This design comes from an exercise in tuning for small area on the open sky130 flow, not from production work. In this exercise RTL edits were held to simulation tests only and were not proved equivalent to the original. Power and IR drop assume default switching activity.

==> run R <==
// dnet_master
module dnet_master (
    input  wire        clk,
    input  wire        rst,
    input  wire [3:0]  cfg_client_id,
    input  wire        cfg_strict,
    input  wire        cfg_csum_span,
    input  wire [7:0]  reg_idx,
    input  wire [15:0] reg_wdata,
    input  wire        reg_wr,
    input  wire        reg_rd,
    output wire [15:0] reg_rdata,
    output wire        tx_valid,
    output reg  [7:0]  tx_byte,
    input  wire        tx_ready,
    input  wire        rx_valid,
    input  wire [7:0]  rx_byte,
    output wire        rx_ready,
    input  wire        rx_timeout,
    output wire        done
);
    reg  [3:0]   client_id;
    reg          strict;
    reg          csum_span;
    reg  [7:0]   csum;
    reg  [15:0]  size;
    reg  [4:0]   addr_len;
    reg  [7:0]   addr_chars [0:15];
    reg  [15:0]  pl_ptr;
    reg  [3:0]   phase;
    reg          opk;
    reg  [4:0]   idx;
    reg          cmd_seen;
    reg  [3:0]   err;
    reg          hosterr;
    reg  [2:0]   h_mt;        
    reg          h_op;
    reg  [15:0]  h_addr;
    reg  [15:0]  h_size;
    reg          hdr_valid;
    reg  [7:0]   echo [0:2];
    reg  [7:0]   payload [0:31];
    reg  [15:0]  pl_len;
    reg  [7:0]   resp_stx;
    reg  [7:0]   resp_etx;
    reg  [7:0]   resp_ck;
    reg  [7:0]   rcsum;
    reg          chk_done;    
    reg          csum_ok;
    wire p_idle  = (phase == 4'd0);
    wire p_enqtx = (phase == 4'd1);
    wire p_enqrx = (phase == 4'd2);
    wire p_hdrtx = (phase == 4'd3);
    wire p_ackrx = (phase == 4'd4);
    wire p_resp  = (phase == 4'd5);
    wire p_acktx = (phase == 4'd6);
    wire p_eotrx = (phase == 4'd7);
    wire p_eottx = (phase == 4'd8);
  ...
Settings: LEC_CHECK=0, CAP_MARGIN=0, CORE_MARGIN=2, CORE_UTILIZATION=50, CTS_BUF_LIST=sky130_fd_sc_hd__clkbuf_8, CTS_CLUSTER_DIAMETER=50, CTS_CLUSTER_SIZE=14, SLEW_MARGIN=0; clock period 10.0 ns.
run.sh (not shown) runs the stock make flow with config.mk's settings and CLKGATE_MAP_FILE= SYNTH_SCRIPT=/design/flow/synth_recipe.tcl, a recipe that flattens the netlist after the stock synthesis.
==> run P (differences from run R) <==
==> flow/flow/run.sh (new file) <==
#!/bin/bash
# Layout flow: the standard flow (standard.sh: the standard synthesis,
# floorplan, power grid and tap cells, placement, routing), with these
# changes to the cells added after synthesis:
#  * Yosys/ABC buffers are removed at floorplan (as timing-driven global
#    placement would do, which is off here);
#  * the port buffers are sky130_fd_sc_hd__buf_1;
#  * the clock tree uses clkbuf_8 buffers for clusters of up to 16 sinks,
#    clkbuf_4 buffers above them, and
#    no dummy loads.
# Each tool writes its full log under orfs/logs; standard.sh's own output
# goes to standard.log in this folder.
set -euo pipefail
export REMOVE_ABC_BUFFERS=1
export BUFFER_PORTS_ARGS="-buffer_cell sky130_fd_sc_hd__buf_1"
export CTS_ARGS="-sink_clustering_enable -repair_clock_nets -dont_use_dummy_load -buf_list sky130_fd_sc_hd__clkbuf_4 -sink_clustering_buffer sky130_fd_sc_hd__clkbuf_8 -sink_clustering_size 16 -sink_clustering_max_diameter 60"
bash standard.sh > standard.log 2>&1
==> flow/standard.sh (new file) <==
#!/bin/bash
# synth_recipe.tcl (not shown) runs the flow's synth.tcl, then flattens the netlist and writes it again
# the make line also repeats each setting of config.mk as NAME=value (left out here)
make -C /OpenROAD-flow-scripts/flow DESIGN_CONFIG=/design/flow/config.mk WORK_HOME=/design/flow/orfs CLKGATE_MAP_FILE= SYNTH_SCRIPT=/design/flow/synth_recipe.tcl "${@:-finish}"
--- a/flow/config.mk
+++ b/flow/config.mk
@@ -7,8 +7,6 @@
 export LEC_CHECK = 0
 export CAP_MARGIN = 0
 export CORE_MARGIN = 2
-export CORE_UTILIZATION = 50
-export CTS_BUF_LIST = sky130_fd_sc_hd__clkbuf_8
-export CTS_CLUSTER_DIAMETER = 50
-export CTS_CLUSTER_SIZE = 14
+export CORE_UTILIZATION = 62
+export GPL_TIMING_DRIVEN = 0
 export SLEW_MARGIN = 0
removed: flow/run.sh
==> run summary <==
- Run P completed without violations. Run R completed with no timing, DRC or antenna violations.
- Of run P and run R, run R has the higher routed wire length (gap about 6%, measured against run R).
- In run R the first-iteration DRC count is lower than in run P, by 19%.
- Between run P and run R, the lower core utilization is in run R (gap 11 points).
- Against run P, the global-route usage of run R is lower by 6.3 points.
- In run P the clock power is lower than in run R, by 25%.
==> figures <==
|  | run P | run R |
|---|---|---|
| Detailed Route WL | 93000 um | 99100 um |
| Number of filler cells placed in the layout | 3076 | 4374 |
| Worst setup path start | reg_idx[0] | reg_idx[1] |
| Met1 Resource Use GR | 0.616 | 0.551 |
| Achievable frequency | 116 MHz | 120 MHz |
| Result of the run | finished clean | finished clean |
| Layout cells sized above 1 | 0.0621 | 0.0841 |
| Transition at the pin with the smallest max-transition slack | 1.45 ns | 1.37 ns |
| Number of detailed-routing iterations run before antenna repair | 7 | 6 |
| Clock network power | 1100 uW | 1470 uW |
| Floorplan Core Area | 42200 um2 | 52700 um2 |


==> violet: inputs <==
Starting RTL as in the previous note.
Settings: LEC_CHECK=0, CAP_MARGIN=20, CORE_MARGIN=2, CORE_UTILIZATION=50, GPL_TIMING_DRIVEN=0, SLEW_MARGIN=20; clock period 10.0 ns.
standard.sh (not shown) runs the stock make flow with config.mk's settings and CLKGATE_MAP_FILE= SYNTH_SCRIPT=/design/flow/synth_recipe.tcl, a recipe that flattens the netlist after the stock synthesis.
==> flow/flow/run.sh <==
#!/bin/bash
# Layout flow: the standard flow (standard.sh: the standard synthesis,
# floorplan, power grid and tap cells, placement, routing), with these
# changes to the cells added after synthesis:
#  * Yosys/ABC buffers are removed at floorplan (as timing-driven global
#    placement would do, which is off here);
#  * the port buffers are sky130_fd_sc_hd__buf_1;
#  * the clock tree uses clkbuf_8 buffers in clusters of up to 16 sinks and
#    no dummy loads.
# Each tool writes its full log under orfs/logs; standard.sh's own output
# goes to standard.log in this folder.
set -euo pipefail
export REMOVE_ABC_BUFFERS=1
export BUFFER_PORTS_ARGS="-buffer_cell sky130_fd_sc_hd__buf_1"
export CTS_ARGS="-sink_clustering_enable -repair_clock_nets -dont_use_dummy_load -buf_list sky130_fd_sc_hd__clkbuf_8 -sink_clustering_size 16 -sink_clustering_max_diameter 60"
bash standard.sh > standard.log 2>&1
==> inputs of onyx, as changes to violet <==
--- a/flow/flow/run.sh
+++ b/flow/flow/run.sh
@@ -7,9 +7,12 @@
 #  * the port buffers are sky130_fd_sc_hd__buf_1;
 #  * the clock tree uses clkbuf_8 buffers in clusters of up to 16 sinks and
-#    no dummy loads.
+#    no dummy loads;
+#  * after global routing, cells on paths with positive slack are sized down
+#    (ORFS's power recovery step, RECOVER_POWER).
 # Each tool writes its full log under orfs/logs; standard.sh's own output
 # goes to standard.log in this folder.
 set -euo pipefail
 export REMOVE_ABC_BUFFERS=1
+export RECOVER_POWER=100
 export BUFFER_PORTS_ARGS="-buffer_cell sky130_fd_sc_hd__buf_1"
 export CTS_ARGS="-sink_clustering_enable -repair_clock_nets -dont_use_dummy_load -buf_list sky130_fd_sc_hd__clkbuf_8 -sink_clustering_size 16 -sink_clustering_max_diameter 60"
--- a/flow/config.mk
+++ b/flow/config.mk
@@ -6,7 +6,7 @@
 export NUM_CORES = 4
 export LEC_CHECK = 0
-export CAP_MARGIN = 20
+export CAP_MARGIN = 0
 export CORE_MARGIN = 2
 export CORE_UTILIZATION = 50
 export GPL_TIMING_DRIVEN = 0
-export SLEW_MARGIN = 20
+export SLEW_MARGIN = 0
==> inputs of tundra, as changes to violet <==
==> flow/run.sh (new file) <==
#!/bin/bash
# synth_recipe.tcl (not shown) runs the flow's synth.tcl, then flattens the netlist and writes it again
# the make line also repeats each setting of config.mk as NAME=value (left out here)
make -C /OpenROAD-flow-scripts/flow DESIGN_CONFIG=/design/flow/config.mk WORK_HOME=/design/flow/orfs CLKGATE_MAP_FILE= SYNTH_SCRIPT=/design/flow/synth_recipe.tcl finish
--- a/flow/config.mk
+++ b/flow/config.mk
@@ -8,5 +8,7 @@
 export CAP_MARGIN = 20
 export CORE_MARGIN = 2
-export CORE_UTILIZATION = 50
-export GPL_TIMING_DRIVEN = 0
+export CORE_UTILIZATION = 60
+export CTS_BUF_LIST = sky130_fd_sc_hd__clkbuf_16
+export CTS_CLUSTER_DIAMETER = 60
+export CTS_CLUSTER_SIZE = 20
 export SLEW_MARGIN = 20
removed: flow/flow/run.sh
removed: flow/standard.sh
==> inputs of garnet, as changes to violet <==
==> flow/run.sh (new file) <==
#!/bin/bash
# synth_recipe.tcl (not shown) runs the flow's synth.tcl, then flattens the netlist and writes it again
# the make line also repeats each setting of config.mk as NAME=value (left out here)
make -C /OpenROAD-flow-scripts/flow DESIGN_CONFIG=/design/flow/config.mk WORK_HOME=/design/flow/orfs CLKGATE_MAP_FILE= SYNTH_SCRIPT=/design/flow/synth_recipe.tcl finish
--- a/flow/config.mk
+++ b/flow/config.mk
@@ -8,5 +8,7 @@
 export CAP_MARGIN = 20
 export CORE_MARGIN = 2
-export CORE_UTILIZATION = 50
-export GPL_TIMING_DRIVEN = 0
+export CORE_UTILIZATION = 60
+export CTS_BUF_LIST = sky130_fd_sc_hd__clkbuf_8
+export CTS_CLUSTER_DIAMETER = 50
+export CTS_CLUSTER_SIZE = 12
 export SLEW_MARGIN = 20
removed: flow/flow/run.sh
removed: flow/standard.sh
==> qor summary <==
Status: violet no timing/DRC/antenna violations; tundra no timing/DRC/antenna violations; onyx complete, but fails checks; garnet no timing/DRC/antenna violations
Reasons for failing layout checks: violet -; tundra -; onyx capacitance limit, slew limit; garnet -
Die extent in x: violet 235 um; tundra 215 um; onyx 235 um; garnet 215 um
Final estimated routing congestion in global placement: violet 0.971; tundra 0.993; onyx 0.971; garnet 0.993
Non-clock buffer area fraction after layout: violet 2.55%; tundra 4.01%; onyx 1.82%; garnet 4.06%
Clock distribution power: violet 0.00118 W; tundra 0.00171 W; onyx 0.00116 W; garnet 0.00133 W
DPL Wire Length: violet 70500 um; tundra 66800 um; onyx 70200 um; garnet 66800 um
R2R Path Start: violet addr_len[0]; tundra addr_len[1]; onyx addr_len[0]; garnet addr_len[1]
WL met2: violet 38300 um; tundra 36700 um; onyx 38700 um; garnet 36800 um
Fraction of layout cells with a size suffix above 1: violet 7.73%; tundra 7.84%; onyx 4.99%; garnet 8.27%
Count of fill cells added during filler insertion: violet 4451; tundra 3275; onyx 4494; garnet 3347
Source-to-sink clock delay at the later pin of the worst-skew pair: violet 0.71 ns; tundra 0.62 ns; onyx 0.70 ns; garnet 0.72 ns
Register clock-pin slew on the reported worst setup and hold paths: violet 0.10 ns; tundra 0.08 ns; onyx 0.09 ns; garnet 0.07 ns
Reg2Reg Capture Point: violet h_mt[2]; tundra h_mt[2]; onyx h_mt[2]; garnet h_mt[1]
Worst hold endpoint: violet rcsum[0]; tundra csum[6]; onyx rcsum[0]; garnet csum[7]
Minimum clock period: violet 8.16 ns; tundra 8.40 ns; onyx 8.74 ns; garnet 8.32 ns
Clk network pwr share: violet 24.5%; tundra 31.7%; onyx 24.2%; garnet 26.6%


==> run a <==
Starting RTL as in the previous note.
export LEC_CHECK = 0
export CAP_MARGIN = 0
export CORE_MARGIN = 2
export CORE_UTILIZATION = 50
export GPL_TIMING_DRIVEN = 0
export SLEW_MARGIN = 0
create_clock -name core_clock -period 10.0 [get_ports {clk}]
==> flow/flow/run.sh <==
#!/bin/bash
# Layout flow: the standard flow (standard.sh: the standard synthesis,
# floorplan, power grid and tap cells, placement, routing), with these
# changes to the cells added after synthesis:
#  * Yosys/ABC buffers are removed at floorplan (as timing-driven global
#    placement would do, which is off here);
#  * the port buffers are sky130_fd_sc_hd__buf_1;
#  * the clock tree uses clkbuf_16 buffers in clusters of up to 28 sinks and
#    no dummy loads.
# Each tool writes its full log under orfs/logs; standard.sh's own output
# goes to standard.log in this folder.
set -euo pipefail
export REMOVE_ABC_BUFFERS=1
export BUFFER_PORTS_ARGS="-buffer_cell sky130_fd_sc_hd__buf_1"
export CTS_ARGS="-sink_clustering_enable -repair_clock_nets -dont_use_dummy_load -buf_list sky130_fd_sc_hd__clkbuf_16 -sink_clustering_size 28 -sink_clustering_max_diameter 80"
bash standard.sh > standard.log 2>&1
==> inputs of run b, as changes to run a <==
==> flow/flow/run.sh (replaced) <==
#!/bin/bash
# Layout flow: the standard flow (standard.sh: the standard synthesis,
# floorplan, power grid and tap cells, placement, routing), with these
# changes to the cells added after synthesis:
#  * Yosys/ABC buffers are removed at floorplan (as timing-driven global
#    placement would do, which is off here);
#  * the port buffers are sky130_fd_sc_hd__buf_1;
#  * the clock tree uses clkbuf_8 buffers in clusters of up to 16 sinks and
#    no dummy loads.
# Each tool writes its full log under orfs/logs; standard.sh's own output
# goes to standard.log in this folder.
set -euo pipefail
export REMOVE_ABC_BUFFERS=1
export BUFFER_PORTS_ARGS="-buffer_cell sky130_fd_sc_hd__buf_1"
export CTS_ARGS="-sink_clustering_enable -repair_clock_nets -dont_use_dummy_load -buf_list sky130_fd_sc_hd__clkbuf_8 -sink_clustering_size 16 -sink_clustering_max_diameter 60"
bash standard.sh > standard.log 2>&1
==> impl_results.md <==
- Outcome: no timing/DRC/antenna violations
- Slew HR: 0.0894
- Starting DRT DRC Count: 3536
- Non-Filler Instances: 2840
- Vias per inst: 7.07
- Final wirelength: 96.4 mm
- # diodes: 2
- Reg-to-Reg End: h_mt[0]
-- figures above: run a

==> impl_results.md <==
- Non-Filler Instances: 2855
- Slew HR: 0.113
- Final wirelength: 97.1 mm
- Vias per inst: 7.05
- Outcome: no timing/DRC/antenna violations
- Starting DRT DRC Count: 3691
- # diodes: 1
-- figures above: run b



==> ember <==
dnet_master again, from the RTL that the note above started with.
clock: 10.0 ns
lec_check: 0
cap_margin: 0
core_margin: 2
core_utilization: 50
gpl_timing_driven: 0
slew_margin: 0
==> flow/flow/run.sh <==
#!/bin/bash
# Layout flow: the standard flow (standard.sh: the standard synthesis,
# floorplan, power grid and tap cells, placement, routing), with these
# changes to the cells added after synthesis:
#  * Yosys/ABC buffers are removed at floorplan (as timing-driven global
#    placement would do, which is off here);
#  * the port buffers are sky130_fd_sc_hd__buf_1;
#  * the clock tree uses clkbuf_8 buffers for clusters of up to 16 sinks,
#    clkbuf_4 buffers above them, and
#    no dummy loads.
# Each tool writes its full log under orfs/logs; standard.sh's own output
# goes to standard.log in this folder.
set -euo pipefail
export REMOVE_ABC_BUFFERS=1
export BUFFER_PORTS_ARGS="-buffer_cell sky130_fd_sc_hd__buf_1"
export CTS_ARGS="-sink_clustering_enable -repair_clock_nets -dont_use_dummy_load -buf_list sky130_fd_sc_hd__clkbuf_4 -sink_clustering_buffer sky130_fd_sc_hd__clkbuf_8 -sink_clustering_size 16 -sink_clustering_max_diameter 60"
bash standard.sh > standard.log 2>&1
==> maple: changes against ember <==
- CORE_UTILIZATION: 50 -> 70
==> lagoon: changes against ember <==
==> flow/flow/run.sh (replaced) <==
#!/bin/bash
# Layout flow: the standard flow (standard.sh: the standard synthesis,
# floorplan, power grid and tap cells, placement, routing), with these
# changes to the cells added after synthesis:
#  * Yosys/ABC buffers are removed at floorplan (as timing-driven global
#    placement would do, which is off here);
#  * the port buffers are sky130_fd_sc_hd__buf_1;
#  * the clock tree uses clkbuf_8 buffers in clusters of up to 16 sinks and
#    no dummy loads.
# Each tool writes its full log under orfs/logs; standard.sh's own output
# goes to standard.log in this folder.
set -euo pipefail
export REMOVE_ABC_BUFFERS=1
export BUFFER_PORTS_ARGS="-buffer_cell sky130_fd_sc_hd__buf_1"
export CTS_ARGS="-sink_clustering_enable -repair_clock_nets -dont_use_dummy_load -buf_list sky130_fd_sc_hd__clkbuf_8 -sink_clustering_size 16 -sink_clustering_max_diameter 60"
bash standard.sh > standard.log 2>&1
- CORE_UTILIZATION: 50 -> 62
==> impl_metrics.json <==
{
  "status": "failed layout checks",
  "so.violations": "max-capacitance violations, max-slew violations",
  "cts_buffers": 44,
  "mostFrequentLayoutCells": "562 x edfxtp_1, 193 x a22oi_1, 177 x nor2_1",
  "use_met2": 0.603,
  "post-place-cells": 2621,
  "die_area_um2": 39700,
  "die_w_um": 199,
  "n_all_buffers": 84,
  "maxSlewViolCount": 12,
  "tapCellCount": 511,
  "max-cap-violations": 1,
  "cp-startpoint": "reg_idx[0]"
}
[end of results for maple]
==> impl_metrics.json <==
{
  "status": "finished clean",
  "cp-startpoint": "reg_idx[0]",
  "maxSlewViolCount": 0,
  "n_all_buffers": 87,
  "die_area_um2": 44700,
  "max-cap-violations": 0,
  "mostFrequentLayoutCells": "562 x edfxtp_1, 193 x a22oi_1, 173 x nand2_1, 173 x nor2_1"
}
[end of results for lagoon]
==> impl_metrics.json <==
{
  "status": "finished clean",
  "maxSlewViolCount": 0,
  "n_all_buffers": 93,
  "die_area_um2": 55200,
  "tapCellCount": 688,
  "internal_power_uw": 3370,
  "post-place-cells": 2804,
  "die_w_um": 235,
  "cp-startpoint": "reg_idx[1]",
  "end_kind": "primary output"
}
[end of results for ember]

==> separate check: timing with driven ports <==
The flow's constraints put no driver on any port. The routed layouts listed below were extracted and timed again, unchanged, in two steps.
Step 1 assumes that a clkbuf_16 drives the clock port and a buf_2 every other input.
Step 2, shift: input delay + t, output delay - t, t = (earliest + latest rising clock arrival at the registers) / 2. This alone moves slack from input paths to output paths.
a / b / c = ideal / step 1 / step 2; a / b = the first two.
| run | t, ns | setup slack, ns | worst hold slack (ns) | clock arrival spread, ns |
|---|---|---|---|---|
| run R | 0.750 | 1.654 / 1.632 / 1.632 | 0.640 / 0.640 / 0.640 | 0.058 / 0.058 |
| run P | 0.881 | 1.407 / 1.371 / 1.371 | 0.675 / 0.675 / 0.675 | 0.150 / 0.150 |
| violet | 0.711 | 1.844 / 1.823 / 1.823 | 0.663 / 0.663 / 0.663 | 0.127 / 0.127 |
| onyx | 0.704 | 1.259 / 1.236 / 1.236 | 0.665 / 0.665 / 0.665 | 0.154 / 0.153 |
| tundra | 0.662 | 1.602 / 1.574 / 1.574 | 0.665 / 0.665 / 0.665 | 0.032 / 0.032 |
| garnet | 0.758 | 1.680 / 1.653 / 1.653 | 0.666 / 0.666 / 0.666 | 0.033 / 0.033 |
| run a | 0.664 | 1.749 / 1.726 / 1.726 | 0.657 / 0.657 / 0.657 | 0.099 / 0.099 |
| run b | 0.703 | 1.715 / 1.692 / 1.692 | 0.665 / 0.665 / 0.665 | 0.154 / 0.154 |
| ember | 0.913 | 1.726 / 1.703 / 1.703 | 0.667 / 0.667 / 0.667 | 0.208 / 0.209 |
| maple | 0.881 | 1.298 / 1.272 / 1.272 | 0.667 / 0.667 / 0.667 | 0.124 / 0.124 |
| lagoon | 0.681 | 1.498 / 1.462 / 1.462 | 0.660 / 0.660 / 0.660 | 0.123 / 0.123 |
